Source: an optimization exercise on an open RTL-to-GDS flow (aim: small area, a short achievable clock period and few clock cycles per item). Production flows keep margins and buffers that such runs may drop.
Only the layout flow was run in this run; the RTL was not checked for function there.
Power and IR drop assume default switching activity.

File: flow/design.v
module crsf_crc8_step (
  input  wire [7:0] acc,
  input  wire [7:0] data,
  output reg  [7:0] out
);
  integer k;
  always @* begin
    out = acc ^ data;
    for (k = 0; k < 8; k = k + 1)
      out = out[7] ? ((out << 1) ^ 8'hD5) : (out << 1);
  end
endmodule
module crsf_core (
  input  wire        clk,
  input  wire        rst,
  input  wire        req_valid,
  input  wire        req_write,
  input  wire [1:0]  req_space,
  input  wire [6:0]  req_addr,
  input  wire [23:0] req_wdata,
  output reg         rsp_valid,
  output wire [23:0] rsp_rdata
);
  localparam [1:0] SP_FB = 2'd0;
  localparam [1:0] SP_CH = 2'd1;
  localparam [1:0] SP_CR = 2'd2;
  localparam [2:0] M_IDLE   = 3'd0;
  localparam [2:0] M_CRC    = 3'd1;    
  localparam [2:0] M_PACK   = 3'd2;    
  localparam [2:0] M_BUILD  = 3'd3;    
  localparam [2:0] M_UNPACK = 3'd4;    
  integer i, j, b;
  genvar gi, gb, gr;
  reg [7:0]  fbe [0:32];    
  reg [7:0]  fbo [0:32];    
  reg [15:0] ch  [0:15];
  reg [6:0]  fblen;
  reg [7:0]  crcres;
  reg        cls_valid;
  reg [7:0]  cls_type;
  reg        val_ok;
  reg [2:0]  val_cause;
  reg [2:0]  err;           
  reg [2:0]  mode;
  reg        st;            
  reg [2:0]  mode_nx;       
  reg        st_nx;         
  reg        pend_nx;       
  reg        rsel_q, rsel_p, rsel_e;
  reg        wsel_q, wsel_p, wsel_e;
  reg        is_val;        
  reg [6:0]  ptr;           
  reg [6:0]  ptr1;          
  reg [6:0]  ptr_nx;        
  reg [7:0]  acc;
  reg [6:0]  cnt;           
  reg [3:0]  wi;            
  reg [15:0] pr;            
  reg        pv;            
  reg        psz;           
  reg        fbw;           
  reg        pend;
  reg        p_write;
  reg [1:0]  p_space;
  reg [6:0]  p_addr;
  reg [7:0]  p_whi;
  reg [15:0] rdata;
  assign rsp_rdata = {8'd0, rdata};
  wire        c_valid = pend | req_valid;
  wire        c_write = pend ? p_write : req_write;
  wire [1:0]  c_space = pend ? p_space : req_space;
  wire [6:0]  c_addr  = pend ? p_addr  : req_addr;
  wire [23:0] c_wdata = pend ? {p_whi, rdata} : req_wdata;
  wire [2:0]  c_reg   = c_addr[2:0];
  wire busy = (mode != M_IDLE);
  wire [6:0] bw = {2'b00, wi, 1'b1} + 7'd2;
  wire rd_ok =
      c_space[1] ||
      (c_space == SP_CH && (mode == M_BUILD || wi > c_addr[3:0])) ||
      (c_space == SP_FB && mode == M_BUILD &&
       (c_addr < bw || c_addr >= 7'd26));
  wire go_w = c_valid && c_write && !busy;
  wire go_r = c_valid && !c_write && (!busy || rd_ok);
  wire go   = go_w || go_r;
  wire w_fb = go_w && (c_space == SP_FB);
  wire w_ch = go_w && (c_space == SP_CH);
  wire w_cr = go_w && (c_space == SP_CR);
  wire [7:0] cmd_op  = c_wdata[23:16];
  wire [7:0] cmd_a   = c_wdata[15:8];
  wire [7:0] cmd_b   = c_wdata[7:0];
  wire a0 = (cmd_a == 8'h00);
  wire b0 = (cmd_b == 8'h00);
  wire is_crc8     = (cmd_op == 8'h01);
  wire is_classify = (cmd_op == 8'h02) && a0 && b0;
  wire is_validate = (cmd_op == 8'h03) && a0 && b0;
  wire is_pack     = (cmd_op == 8'h04) && b0;
  wire is_unpack   = (cmd_op == 8'h05) && b0;
  wire is_build    = (cmd_op == 8'h06) && a0 && b0;
  wire do_cmd   = w_cr && (c_reg == 3'd1);
  wire build_go = do_cmd && is_build;
  wire [7:0] hdr_sync = fbe[0];
  wire [7:0] hdr_len  = fbo[0];
  wire [7:0] hdr_type = fbe[1];
  wire       hdr_ok   = ((hdr_sync == 8'hC8) || (hdr_sync == 8'hEE)) &&
                        (hdr_len >= 8'd2) && (hdr_len <= 8'd64);
  wire [7:0] hdr_end  = hdr_len + 8'd2;       
  wire       s_ext = (p_addr == ptr);
  wire       s_rs2 = (p_addr == 7'd2);
  wire       s_inv = (p_addr > 7'd2) && (p_addr < ptr);
  wire [7:0] crc_d;
  crsf_crc8_step u_crc_d (.acc(s_ext ? acc : 8'h00), .data(rdata[7:0]),
                          .out(crc_d));
  wire       s_upd = fbw && (s_ext || s_rs2);
  wire       s_clr = fbw && !s_ext && !s_rs2 && s_inv;
  wire [7:0] acc_eff = s_upd ? crc_d : s_clr ? 8'h00 : acc;
  wire [6:0] ptr_eff = s_upd ? p_addr + 7'd1 : s_clr ? 7'd2 : ptr;
  wire       eng_rd = rsel_e;
  wire       h_req  = !pend;
  wire [32:0] rs_e, rs_o;
  crsf_dec33 u_rde (.a0(req_addr[6:1]), .s0(rsel_q),
                    .a1(p_addr[6:1]),   .s1(rsel_p),
                    .a2(ptr1[6:1]),     .s2(rsel_e), .en0(1'b1), .en1(1'b1), .y(rs_e));
  crsf_dec33 u_rdo (.a0(req_addr[6:1]), .s0(rsel_q),
                    .a1(p_addr[6:1]),   .s1(rsel_p),
                    .a2(ptr[6:1]),      .s2(rsel_e), .en0(1'b1), .en1(1'b1), .y(rs_o));
  wire [2:0] pe [0:7];
  wire [2:0] po [0:7];
  wire [7:0] rd_e, rd_o;
  generate
    for (gb = 0; gb < 8; gb = gb + 1) begin : g_rbit
      wire [10:0] ne, no;
      for (gr = 0; gr < 11; gr = gr + 1) begin : g_grp
        crsf_aoi222 u_e (.a0(fbe[3*gr][gb]), .s0(rs_e[3*gr]),
                         .a1(fbe[3*gr+1][gb]), .s1(rs_e[3*gr+1]),
                         .a2(fbe[3*gr+2][gb]), .s2(rs_e[3*gr+2]), .y(ne[gr]));
        crsf_aoi222 u_o (.a0(fbo[3*gr][gb]), .s0(rs_o[3*gr]),
                         .a1(fbo[3*gr+1][gb]), .s1(rs_o[3*gr+1]),
                         .a2(fbo[3*gr+2][gb]), .s2(rs_o[3*gr+2]), .y(no[gr]));
      end
      crsf_nand4 u_pe0 (.a(ne[3:0]),          .y(pe[gb][0]));
      crsf_nand4 u_pe1 (.a(ne[7:4]),          .y(pe[gb][1]));
      crsf_nand3 u_pe2 (.a(ne[10:8]),         .y(pe[gb][2]));
      crsf_nand4 u_po0 (.a(no[3:0]),          .y(po[gb][0]));
      crsf_nand4 u_po1 (.a(no[7:4]),          .y(po[gb][1]));
      crsf_nand3 u_po2 (.a(no[10:8]),         .y(po[gb][2]));
      assign rd_e[gb] = |pe[gb];
      assign rd_o[gb] = |po[gb];
    end
  endgenerate
  wire [7:0] eng_lo = ptr[0] ? rd_o : rd_e;
  wire [7:0] eng_hi = ptr[0] ? rd_e : rd_o;
  wire [175:0] packed_ch;
  generate
    for (gi = 0; gi < 16; gi = gi + 1) begin : g_pack
      assign packed_ch[11*gi +: 11] = ch[gi][10:0];
    end
  endgenerate
  reg [10:0] ws;
  always @* begin
    for (j = 0; j < 11; j = j + 1)
      ws[j] = (wi == j);
  end
  wire [15:0] pw;
  generate
    for (gb = 0; gb < 16; gb = gb + 1) begin : g_pw
      wire [3:0] n;
      for (gr = 0; gr < 3; gr = gr + 1) begin : g_grp
        crsf_aoi222 u_w (
          .a0(packed_ch[16*(3*gr) + gb]),   .s0(ws[3*gr]),
          .a1(packed_ch[16*(3*gr+1) + gb]), .s1(ws[3*gr+1]),
          .a2(packed_ch[16*(3*gr+2) + gb]), .s2(ws[3*gr+2]), .y(n[gr]));
      end
      crsf_aoi22 u_w9 (.a0(packed_ch[16*9 + gb]),  .s0(ws[9]),
                       .a1(packed_ch[16*10 + gb]), .s1(ws[10]), .y(n[3]));
      assign pw[gb] = ~&n;
    end
  endgenerate
  wire [7:0] crc_p1, crc_p2;
  crsf_crc8_step u_crc_lo (.acc(acc),    .data(pr[7:0]),  .out(crc_p1));
  crsf_crc8_step u_crc_hi (.acc(crc_p1), .data(pr[15:8]), .out(crc_p2));
  wire [7:0] crc_pn = psz ? crc_p2 : crc_p1;
  wire       eng_wr = wsel_e;
  wire       build_last = (mode == M_BUILD) && !st && (ptr == 7'd25);
  wire       b_crcw = build_last && !pv;
  wire [7:0] wlo = build_last ? acc : pw[7:0];
  wire [7:0] whi = pw[15:8];
  wire       hwe_e = w_fb && !c_addr[0];      
  wire       hwe_o = w_fb && c_addr[0];
  wire       we_e = eng_wr ? !build_last : (w_fb && !c_addr[0]);
  wire       we_o = eng_wr ? (!build_last || b_crcw) : (w_fb && c_addr[0]);
  wire [7:0] bus_e = eng_wr ? (ptr[0] ? whi : wlo) : c_wdata[7:0];
  wire [7:0] bus_o = eng_wr ? (ptr[0] ? wlo : whi) : c_wdata[7:0];
  wire [32:0] ws_e, ws_o;
  crsf_dec33 u_wde (.a0(req_addr[6:1]), .s0(wsel_q),
                    .a1(p_addr[6:1]),   .s1(wsel_p),
                    .a2(ptr1[6:1]),     .s2(wsel_e), .en0(hwe_e), .en1(we_e), .y(ws_e));
  crsf_dec33 u_wdo (.a0(req_addr[6:1]), .s0(wsel_q),
                    .a1(p_addr[6:1]),   .s1(wsel_p),
                    .a2(ptr[6:1]),      .s2(wsel_e), .en0(hwe_o), .en1(we_o), .y(ws_o));
  reg [32:0] en_e, en_o;
  always @* begin
    for (j = 0; j < 33; j = j + 1) begin
      en_e[j] = rst || ws_e[j] || (build_go && j <= 1);
      en_o[j] = rst || ws_o[j] || (build_go && j == 0);
    end
  end
  wire [7:0] d_e0 = rst ? 8'h00 : build_go ? 8'hC8  : bus_e;
  wire [7:0] d_e1 = rst ? 8'h00 : build_go ? 8'h16  : bus_e;
  wire [7:0] d_o0 = rst ? 8'h00 : build_go ? 8'd24  : bus_o;
  wire [7:0] d_e  = rst ? 8'h00 : bus_e;
  wire [7:0] d_o  = rst ? 8'h00 : bus_o;
  always @(posedge clk) begin
    for (j = 0; j < 33; j = j + 1) begin
      if (en_e[j]) fbe[j] <= (j == 0) ? d_e0 : (j == 1) ? d_e1 : d_e;
      if (en_o[j]) fbo[j] <= (j == 0) ? d_o0 : d_o;
    end
  end
  wire [15:0] chw, rs_ch;
  crsf_dec16 u_chw (.a0(req_addr[3:0]), .s0(h_req),
                    .a1(p_addr[3:0]),   .s1(!h_req), .en(w_ch), .y(chw));
  wire unp_wr = (mode == M_UNPACK) && !st && pv;
  wire sel_hw = w_ch && !rst;
  wire sel_uw = !w_ch && !rst;
  reg [15:0] ch_en [0:15];
  reg [15:0] ch_d  [0:15];
  always @* begin
    for (i = 0; i < 16; i = i + 1) begin
      for (b = 0; b < 16; b = b + 1) begin
        ch_en[i][b] = rst || chw[i] ||
                      (unp_wr && (b < 11 ? (wi == ((11*i + b) >> 4))
                                         : (wi == 4'd0)));
        ch_d[i][b]  = (sel_hw && c_wdata[b]) ||
                      (sel_uw && b < 11 && pr[(11*i + b) & 15]);
      end
    end
  end
  always @(posedge clk) begin
    for (i = 0; i < 16; i = i + 1)
      for (b = 0; b < 16; b = b + 1)
        if (ch_en[i][b]) ch[i][b] <= ch_d[i][b];
  end
  wire rd     = !c_write;
  wire s_fbe  = rd && (c_space == SP_FB) && !c_addr[0];
  wire s_fbo  = rd && (c_space == SP_FB) &&  c_addr[0];
  wire s_ch   = rd && (c_space == SP_CH);
  wire s_cr   = rd && (c_space == SP_CR);
  wire s_len  = s_cr && (c_reg == 3'd0);
  wire s_crc  = s_cr && (c_reg == 3'd2);
  wire s_cls  = s_cr && (c_reg == 3'd3);
  wire s_val  = s_cr && (c_reg == 3'd4);
  wire s_err  = s_cr && (c_reg == 3'd5);
  wire s_wp   = c_write && pend;
  wire s_wr   = c_write && !pend;
  crsf_dec16 u_chr (.a0(req_addr[3:0]), .s0(h_req),
                    .a1(p_addr[3:0]),   .s1(!h_req), .en(s_ch), .y(rs_ch));
  wire [3:0]  cr_val = {val_cause, val_ok};
  wire [15:0] rd_next;
  generate
    for (gb = 0; gb < 16; gb = gb + 1) begin : g_rd
      wire [5:0] nc;
      for (gr = 0; gr < 5; gr = gr + 1) begin : g_ch
        crsf_aoi222 u_c (
          .a0(ch[3*gr][gb]),   .s0(rs_ch[3*gr]),
          .a1(ch[3*gr+1][gb]), .s1(rs_ch[3*gr+1]),
          .a2(ch[3*gr+2][gb]), .s2(rs_ch[3*gr+2]), .y(nc[gr]));
      end
      crsf_aoi222 u_w (.a0(ch[15][gb]), .s0(rs_ch[15]),
                       .a1(rdata[gb]),  .s1(s_wp),
                       .a2(req_wdata[gb]), .s2(s_wr), .y(nc[5]));
      wire [1:0] nx;
      wire       early;
      if (gb < 8) begin : g_lo
        if (gb < 7) begin : g_a
          crsf_aoi222 u_r (.a0(crcres[gb]), .s0(s_crc),
                           .a1(cls_type[gb]), .s1(s_cls),
                           .a2(fblen[gb]), .s2(s_len), .y(nx[0]));
        end else begin : g_b
          crsf_aoi22 u_r (.a0(crcres[gb]), .s0(s_crc),
                          .a1(cls_type[gb]), .s1(s_cls), .y(nx[0]));
        end
        if (gb < 3) begin : g_c
          crsf_aoi22 u_v (.a0(cr_val[gb]), .s0(s_val),
                          .a1(err[gb]), .s1(s_err), .y(nx[1]));
        end else if (gb < 4) begin : g_d
          assign nx[1] = ~(cr_val[gb] & s_val);
        end else begin : g_e
          assign nx[1] = 1'b1;
        end
        assign early = &nc & &nx;
        wire f;
        crsf_aoi22 u_f (.a0(rd_e[gb]), .s0(s_fbe),
                        .a1(rd_o[gb]), .s1(s_fbo), .y(f));
        crsf_nand2 u_out (.a(early), .b(f), .y(rd_next[gb]));
      end else if (gb == 8) begin : g_8
        assign nx = {1'b1, ~(cls_valid & s_cls)};
        assign early = &nc & &nx;
        assign rd_next[gb] = ~early;
      end else begin : g_hi
        assign nx = 2'b11;
        assign early = &nc;
        assign rd_next[gb] = ~early;
      end
    end
  endgenerate
  always @(posedge clk) begin
    p_write <= c_write;
    p_space <= c_space;
    p_addr  <= c_addr;
    p_whi   <= c_wdata[23:16];
    rdata   <= rd_next;
    pr      <= (mode == M_BUILD) ? pw : {eng_hi, eng_lo};
  end
  wire       two     = (cnt[6:1] != 6'd0);
  wire       issue   = (cnt != 7'd0);
  wire [7:0] op_a    = {1'b0, rdata[14:8]};
  wire [7:0] op_b    = {1'b0, rdata[6:0]};
  wire       bad     = rdata[15] || rdata[7] || (op_a + op_b > 8'd66);
  wire [7:0] crc_res = pv ? crc_pn : acc;
  always @(posedge clk) begin
    if (rst) begin
      pend      <= 1'b0;
      rsp_valid <= 1'b0;
      mode      <= M_IDLE;
      st        <= 1'b0;
      rsel_q    <= 1'b1;
      rsel_p    <= 1'b0;
      rsel_e    <= 1'b0;
      wsel_q    <= 1'b1;
      wsel_p    <= 1'b0;
      wsel_e    <= 1'b0;
      is_val    <= 1'b0;
      ptr       <= 7'd2;
      ptr1      <= 7'd3;
      acc       <= 8'h00;
      cnt       <= 7'd0;
      wi        <= 4'd0;
      pv        <= 1'b0;
      psz       <= 1'b0;
      fbw       <= 1'b0;
      fblen     <= 7'd0;
      crcres    <= 8'h00;
      cls_valid <= 1'b0;
      cls_type  <= 8'h00;
      val_ok    <= 1'b0;
      val_cause <= 3'd0;
      err       <= 3'b000;
    end else begin
      pend_nx    = c_valid && !go;
      mode_nx    = mode;
      st_nx      = st;
      rsp_valid <= go;
      fbw       <= w_fb && (c_addr < 7'd66);
      acc       <= acc_eff;
      ptr_nx     = ptr_eff;
      case (mode)
        M_CRC: begin
          if (st) begin
            st_nx = 1'b0;
            pv <= 1'b0;
            if (is_val) begin
              ptr_nx = 7'd2;
              acc <= 8'h00;
              cnt <= hdr_len[6:0];
            end else if (bad) begin
              err[1]    <= 1'b1;
              rsp_valid <= 1'b1;
              mode_nx      = M_IDLE;
            end else begin
              ptr_nx = rdata[14:8];
              cnt <= rdata[6:0];
              acc <= 8'h00;
            end
          end else begin
            if (pv)
              acc <= crc_pn;
            if (issue) begin
              pv  <= 1'b1;
              psz <= two;
              ptr_nx = ptr + (two ? 7'd2 : 7'd1);
              cnt <= cnt - (two ? 7'd2 : 7'd1);
            end else begin
              pv        <= 1'b0;
              rsp_valid <= 1'b1;
              mode_nx      = M_IDLE;
              if (is_val) begin
                val_ok    <= (crc_res == 8'h00);
                val_cause <= (crc_res == 8'h00) ? 3'd0 : 3'd4;
              end else begin
                crcres <= crc_res;
                acc    <= 8'h00;
                ptr_nx    = 7'd2;
              end
            end
          end
        end
        M_PACK: begin
          if (st) begin
            st_nx  = 1'b0;
            ptr_nx = rdata[14:8];
          end else begin
            ptr_nx = ptr + 7'd2;
            wi  <= wi + 4'd1;
            if (wi == 4'd10) begin
              rsp_valid <= 1'b1;
              mode_nx      = M_IDLE;
              wi        <= 4'd0;
              acc       <= 8'h00;
              ptr_nx       = 7'd2;
            end
          end
        end
        M_BUILD: begin
          if (st) begin
            st_nx  = 1'b0;
            ptr_nx = 7'd3;
            acc <= 8'hD3;                     
          end else begin
            if (pv)
              acc <= crc_p2;
            if (!build_last) begin
              pv  <= 1'b1;
              ptr_nx = ptr + 7'd2;
              wi  <= wi + 4'd1;
            end else if (pv) begin
              pv  <= 1'b0;
            end else begin
              mode_nx = M_IDLE;
              wi   <= 4'd0;
              acc  <= 8'h00;                  
              ptr_nx  = 7'd26;
            end
          end
        end
        M_UNPACK: begin
          if (st) begin
            st_nx  = 1'b0;
            ptr_nx = rdata[14:8];
          end else begin
            ptr_nx = ptr + 7'd2;
            pv  <= 1'b1;
            if (pv) begin
              wi <= wi + 4'd1;
              if (wi == 4'd10) begin
                mode_nx = M_IDLE;
                wi   <= 4'd0;
                pv   <= 1'b0;
                acc  <= 8'h00;
                ptr_nx  = 7'd2;
              end
            end
          end
        end
        default: ;
      endcase
      if (w_fb && c_addr >= 7'd66)
        err[1] <= 1'b1;
      if (w_cr) begin
        case (c_reg)
          3'd0: begin
            if (c_wdata > 24'd66)
              err[1] <= 1'b1;
            else
              fblen <= c_wdata[6:0];
          end
          3'd1: begin
            if (is_crc8) begin
              mode_nx      = M_CRC;
              st_nx        = 1'b1;
              is_val    <= 1'b0;
              rsp_valid <= 1'b0;
            end else if (is_classify) begin
              if (fblen < 7'd3) begin
                cls_valid <= 1'b0;
                cls_type  <= 8'h00;
                err[2]    <= 1'b1;
              end else if (hdr_ok) begin
                cls_valid <= 1'b1;
                cls_type  <= hdr_type;
              end else begin
                cls_valid <= 1'b0;
                cls_type  <= 8'h00;
              end
            end else if (is_validate) begin
              if (fblen < 7'd4) begin
                val_ok    <= 1'b0;
                val_cause <= 3'd1;              
              end else if (!hdr_ok) begin
                val_ok    <= 1'b0;
                val_cause <= 3'd2;              
              end else if ({1'b0, fblen} < hdr_end) begin
                val_ok    <= 1'b0;
                val_cause <= 3'd3;              
              end else if ({1'b0, ptr_eff} == hdr_end) begin
                val_ok    <= (acc_eff == 8'h00);
                val_cause <= (acc_eff == 8'h00) ? 3'd0 : 3'd4;
              end else begin
                mode_nx      = M_CRC;
                st_nx        = 1'b1;
                is_val    <= 1'b1;
                rsp_valid <= 1'b0;
              end
            end else if (is_pack || is_unpack) begin
              if (cmd_a > 8'd44) begin
                err[1] <= 1'b1;
              end else begin
                mode_nx      = is_pack ? M_PACK : M_UNPACK;
                st_nx        = 1'b1;
                rsp_valid <= !is_pack;
              end
            end else if (is_build) begin
              mode_nx  = M_BUILD;
              st_nx    = 1'b1;
              fblen <= 7'd26;
            end else begin
              err[0] <= 1'b1;                   
            end
          end
          3'd5: err <= err & ~c_wdata[2:0];
          3'd6, 3'd7: err[1] <= 1'b1;
          default: ;
        endcase
      end
      pend <= pend_nx;
      mode <= mode_nx;
      st   <= st_nx;
      rsel_e <= (mode_nx == M_CRC) || (mode_nx == M_UNPACK);
      rsel_q <= !((mode_nx == M_CRC) || (mode_nx == M_UNPACK)) && !pend_nx;
      rsel_p <= !((mode_nx == M_CRC) || (mode_nx == M_UNPACK)) && pend_nx;
      wsel_e <= ((mode_nx == M_PACK) || (mode_nx == M_BUILD)) && !st_nx;
      wsel_q <= !(((mode_nx == M_PACK) || (mode_nx == M_BUILD)) && !st_nx) && !pend_nx;
      wsel_p <= !(((mode_nx == M_PACK) || (mode_nx == M_BUILD)) && !st_nx) && pend_nx;
      ptr  <= ptr_nx;
      ptr1 <= ptr_nx + 7'd1;
    end
  end
endmodule
module crsf_aoi222 (
  input  wire a0, s0, a1, s1, a2, s2,
  output wire y
);
  assign y = ~((a0 & s0) | (a1 & s1) | (a2 & s2));
endmodule
module crsf_aoi22 (
  input  wire a0, s0, a1, s1,
  output wire y
);
  assign y = ~((a0 & s0) | (a1 & s1));
endmodule
module crsf_nand4 (
  input  wire [3:0] a,
  output wire       y
);
  assign y = ~&a;
endmodule
module crsf_nand3 (
  input  wire [2:0] a,
  output wire       y
);
  assign y = ~&a;
endmodule
module crsf_nand2 (
  input  wire a, b,
  output wire y
);
  assign y = ~(a & b);
endmodule
module crsf_dec33 (
  input  wire [5:0]  a0,
  input  wire        s0,
  input  wire [5:0]  a1,
  input  wire        s1,
  input  wire [5:0]  a2,
  input  wire        s2,
  input  wire        en0,
  input  wire        en1,
  output reg  [32:0] y
);
  wire [5:0] b = ({6{s1}} & a1) | ({6{s2}} & a2);
  reg [7:0] lo0, lo1;
  reg [4:0] hi0, hi1;
  integer k;
  always @* begin
    for (k = 0; k < 8; k = k + 1) begin
      lo0[k] = (a0[2:0] == k);
      lo1[k] = (b[2:0] == k);
    end
    for (k = 0; k < 5; k = k + 1) begin
      hi0[k] = en0 && s0 && (a0[5:3] == k);
      hi1[k] = en1 && (s1 || s2) && (b[5:3] == k);
    end
    for (k = 0; k < 33; k = k + 1)
      y[k] = (lo0[k % 8] && hi0[k / 8]) || (lo1[k % 8] && hi1[k / 8]);
  end
endmodule
module crsf_dec16 (
  input  wire [3:0]  a0,
  input  wire        s0,
  input  wire [3:0]  a1,
  input  wire        s1,
  input  wire        en,
  output reg  [15:0] y
);
  wire [3:0] a = ({4{s0}} & a0) | ({4{s1}} & a1);
  reg [3:0] lo, hi;
  integer k;
  always @* begin
    for (k = 0; k < 4; k = k + 1) begin
      lo[k] = (a[1:0] == k);
      hi[k] = en && (a[3:2] == k);
    end
    for (k = 0; k < 16; k = k + 1)
      y[k] = lo[k % 4] && hi[k / 4];
  end
endmodule
File: flow/run.sh
#!/bin/bash
# synth_recipe.tcl (not shown) runs the flow's synth.tcl, then flattens the netlist and writes it again
# the make line also repeats each setting of config.mk as NAME=value (left out here)
make -C /OpenROAD-flow-scripts/flow DESIGN_CONFIG=/design/flow/config.mk WORK_HOME=/design/flow/orfs CLKGATE_MAP_FILE= SYNTH_SCRIPT=/design/flow/synth_recipe.tcl finish
File: flow/config.mk
export PLATFORM = sky130hd
export DESIGN_NAME = crsf_core
export DESIGN_NICKNAME = crsf_core
export VERILOG_FILES = /design/flow/design.v
export SDC_FILE = /design/flow/constraint.sdc
export NUM_CORES = 4
export LEC_CHECK = 0
export CAP_MARGIN = 20
export CELL_PAD_IN_SITES_DETAIL_PLACEMENT = 1
export CELL_PAD_IN_SITES_GLOBAL_PLACEMENT = 1
export CORE_MARGIN = 2
export CORE_UTILIZATION = 50
export SETUP_SLACK_MARGIN = 3.3
export SLEW_MARGIN = 20
export SYNTH_HIERARCHICAL = 1
File: flow/constraint.sdc
create_clock -name core_clock -period 7.0 [get_ports {clk}]
set_input_delay 1.4000 -clock core_clock [delete_from_list [all_inputs] [get_ports {clk}]]
set_output_delay 1.4000 -clock core_clock [all_outputs]
set_load 0.01 [all_outputs]
==> summary.txt <==
[Yosys stat by module (local to each module, per instance), excerpt]
module	cells inside	area, um^2
crsf_crc8_step	22	345
crsf_aoi22	1	12.5
crsf_dec16	41	295
crsf_dec33	90	609
crsf_nand4	1	6.26
crsf_nand3	1	5.00
crsf_core	2480	35100
crsf_aoi222	1	10.0
[metal layers]
layer	share of wire	up-vias
met4	0.068	6
met2	0.46	2359
met3	0.10	559
met5	0.00025	-
li1	-	14600
met1	0.37	18100
[cell usage after synthesis, types with 49 or more instances]
| master | number |
|---|---|
| nand2b_1 | 49 |
| nor3_1 | 62 |
| nand3_1 | 107 |
| or2_2 | 66 |
| mux2i_1 | 53 |
| dfxtp_1 | 129 |
| nor2_1 | 190 |
| nand2_1 | 371 |
| nand4_1 | 88 |
| edfxtp_1 | 784 |
| a21oi_1 | 127 |
| inv_1 | 53 |
| clkbuf_1 | 87 |
| o21ai_0 | 114 |
| a222oi_1 | 328 |
| o22ai_1 | 104 |
[flip-flops by register name (all words and copies together), names as in the netlist, 8 cells and up]
register / count
p_whi: 8
fbe: 264
cls_type: 8
acc: 8
ch: 256
crcres: 8
rdata: 16
pr: 16
fbo: 264
[layout by cell type, fill, tap and decap left out, types with 44 or more instances in the layout]
cell	synthesis	routed
buf_4	20	214
edfxtp_1	784	784
or2_2	66	54
nand4_1	88	88
o22ai_1	104	74
a222oi_1	328	328
o21ai_0	114	100
inv_1	53	47
nand3_1	107	100
a21oi_1	127	104
nand2b_1	49	44
nand2_1	371	362
nor2_1	190	175
dfxtp_1	129	90
clkbuf_16	0	97
[report_power, final]
part / internal (uW) / switching [uW] / leakage [uW]
registers: 6240 / 202 / 0.00909
clock network: 2830 / 2210 / 0.00151
logic: 816 / 995 / 0.00848
total: 9890 / 3410 / 0.0191
[path summary, 6_finish.rpt]
| path | endpoint | slack, ns |
|---|---|---|
| setup / recovery | val_ok | 2.97 |
| hold / removal | rdata[13] | 0.48 |
| setup reg to reg | val_ok | 2.97 |
| hold reg to reg | rdata[13] | 0.48 |
[critical path, cell delays in order (launching register included)]
cell and delay (ns):
dfxtp_4 0.39, xnor2_4 0.19, buf_4 0.16, xnor3_1 0.44, xnor2_2 0.20, xnor2_2 0.29, xnor3_2 0.41, xor3_1 0.41
mux2i_2 0.21, nor2_1 0.09, a21oi_2 0.15, nand4_1 0.15, nor4_4 0.37, buf_4 0.17, a21o_1 0.07, o21ai_1 0.05
a21oi_1 0.19
[kinds of logic (layout without fill, tap and decap cells)]
logic type               after synthesis  after routing
XOR/XNOR                              90             90
flip-flops                           913            913
AO/OA/AOI/OAI                        935            935
AND/OR/NAND/NOR                     1154           1154
multiplexers                          80             80
adder cells (fa/ha/maj)               46             46
buffers and inverters                179            548
other                                  2             17
[metrics by stage]
step | worst slack (ns) | total power, uW | hold WS, ns
after floorplan | 2.94 | 7300 | 0.436
after global placement | 1.67 | 7810 | 0.459
after detailed placement | 1.54 | 7860 | 0.466
after CTS | 3.14 | 13000 | 0.482
after global routing | 2.81 | 13600 | 0.504
final | 2.97 | 13300 | 0.478
[repair_timing]
item	CTS	global route
endpoints found under the setup margin	1565	923
resized for setup	277	193
cloned	4	1
pin swaps	71	85
buffers inserted	91	78
[cell type report]
class	instances	area [um^2]	area share
diodes	1	2.50	0.0000483
clock buffers	118	2530	0.0488
clock inverters	60	556	0.0107
inverters	56	231	0.00447
multi-input cells	2321	18000	0.348
flip-flops and latches	913	26200	0.506
well taps	1144	1430	0.0276
repair buffers	311	2770	0.0535
repair inverters	3	20.0	0.000386
==> impl_metrics.env <==
export IMPL_cts_tree="built"
export IMPL_end_kind="flop"
export IMPL_r2r_start="acc[0]"
export IMPL_final_hold_violation_count=0
export IMPL_min_delay_start="ch[4][13]"
export IMPL_placed_cells=4572
export IMPL_dieArea_mm2=0.0886
export IMPL_grt_overflow=0
export IMPL_hold_class="reg2reg"
export IMPL_relSlewSlack=0.224
export IMPL_clkSinkCount=913
export IMPL_synthCells=3399
export IMPL_rr_worst_depth=16
export IMPL_crit_required_ns=7.59
export IMPL_fillers=8304
export IMPL_ys_seq_area_frac=0.606
export IMPL_fin_skew_ns=0.0262
export IMPL_fin_setup_tns_ns=0
export IMPL_cp_max_fo=4
export IMPL_grt_usage=0.391
export IMPL_drc=0
export IMPL_synth_top_area_frac=0.546
export IMPL_io_pins=62
export IMPL_hold_buffers=0
export IMPL_final_util=0.607
export IMPL_syn_area_mm2=0.0431
export IMPL_setup_viol_count_final=0
export IMPL_period_minus_slack_ns=4.03
export IMPL_gr_usage_met3=0.0827
export IMPL_muxShareOfSynthArea=0.0194
export IMPL_start_kind="flop"
export IMPL_outcome="finished clean"
export IMPL_clk_path_buf_depth=3
export IMPL_synth_top_family_by_area="compound AO/OA/AOI/OAI gates"
export IMPL_vias=35600
export IMPL_first_pass_iters=17
export IMPL_max_cap_viol_count=0
export IMPL_synth_enable_flop_cells=784
export IMPL_yosysWarningCount=20
export IMPL_yosys_area_share_simple=0.137
export IMPL_yosysTopAreaCell="edfxtp_1"
export IMPL_h_tree_depth=3
export IMPL_max_freq_mhz=248
export IMPL_peakVddDrop_mv=0.273
export IMPL_startpoint="acc[0]"
export IMPL_start_util=0.505
export IMPL_stdcell_count=4927
export IMPL_syn_area_per_cell_um2=12.7
export IMPL_p_per_area_mw_per_mm2=257
export IMPL_grtUsageMet2=0.616
export IMPL_core_area_mm2=0.0853
export IMPL_synth_seq_cells=913
export IMPL_first_iter_violations=5810
export IMPL_p_leak_uw=0.0191
export IMPL_numCtsBuffers=96
export IMPL_whs_path_depth=2
export IMPL_routed_wl_um=180000
export IMPL_criticalPathCategory="reg2reg"
export IMPL_layout_drive_gt1_share=0.245
export IMPL_arrival_ns=4.63
export IMPL_grt_pass1_wl_um=252000
export IMPL_gp_congestion=1.04
export IMPL_via_per_inst=7.23
export IMPL_rows=107
export IMPL_area_delta_synth_final_pct=20.2
export IMPL_cts_clk_slew_worst_paths_ns=0.06
export IMPL_worstSkewPairLatency_ns=0.70
export IMPL_drv_slew=0
export IMPL_postRouteAntennaNets=0
export IMPL_fin_nets=3785
export IMPL_grt_pass1_vias=35100
export IMPL_synth_area_leaders="edfxtp_1 55%, a222oi_1 7.6%, dfxtp_1 6.0%"
export IMPL_root_buffer="clkbuf_16"
export IMPL_antenna_found_initial=3
export IMPL_synth_compound_area_frac=0.177
export IMPL_rsz0062_at_grt="true"
export IMPL_post_dp_cell_area_mm2=0.0453
export IMPL_avgRoutedWirePerCell_um=36.4
export IMPL_grt_max_degree=94
export IMPL_gr_usage_met1=0.504
export IMPL_timing_final_crit_share=0.576
export IMPL_synthAdderAreaFrac=0.0139
export IMPL_synthArstFlopShare=0
export IMPL_tightest_slew_ns=1.16
export IMPL_fp_dieW_um=298
export IMPL_top_usage_layer="met2"
export IMPL_post_dp_hpwl_um=127000
export IMPL_die_h_um=298
export IMPL_portBuffers=53
export IMPL_synth_main_ff_cell="edfxtp_1"
export IMPL_final_area_mm2=0.0518
export IMPL_synth_xor_area_frac=0.0289
export IMPL_synth_distinct_cells=109

[port drivers added, routing unchanged]
The results above use ideal ports. As a check the final layout listed here was re-extracted and re-timed, cells and wires unchanged. Step 1 assumes that a clkbuf_16 drives the clock port and a buf_2 every other input. Step 2, shift: input delay + t, output delay - t, t = (earliest + latest rising clock arrival at the registers) / 2. This alone moves slack from input paths to output paths. Three values: ideal, step 1, step 2; two values: the first two.
t (ns): 0.758
setup WS [ns]: 2.967 / 2.967 / 2.362
hold slack, ns: 0.478 / 0.478 / 0.478
worst register clock-pin slew, ns: 0.07 / 0.07
worst data-port slew with drivers (ns): 0.15
After both steps setup and hold are still met in this run. For this run, drivers alone change the setup slack by 0.000 ns; drivers and shift together by -0.605 ns.
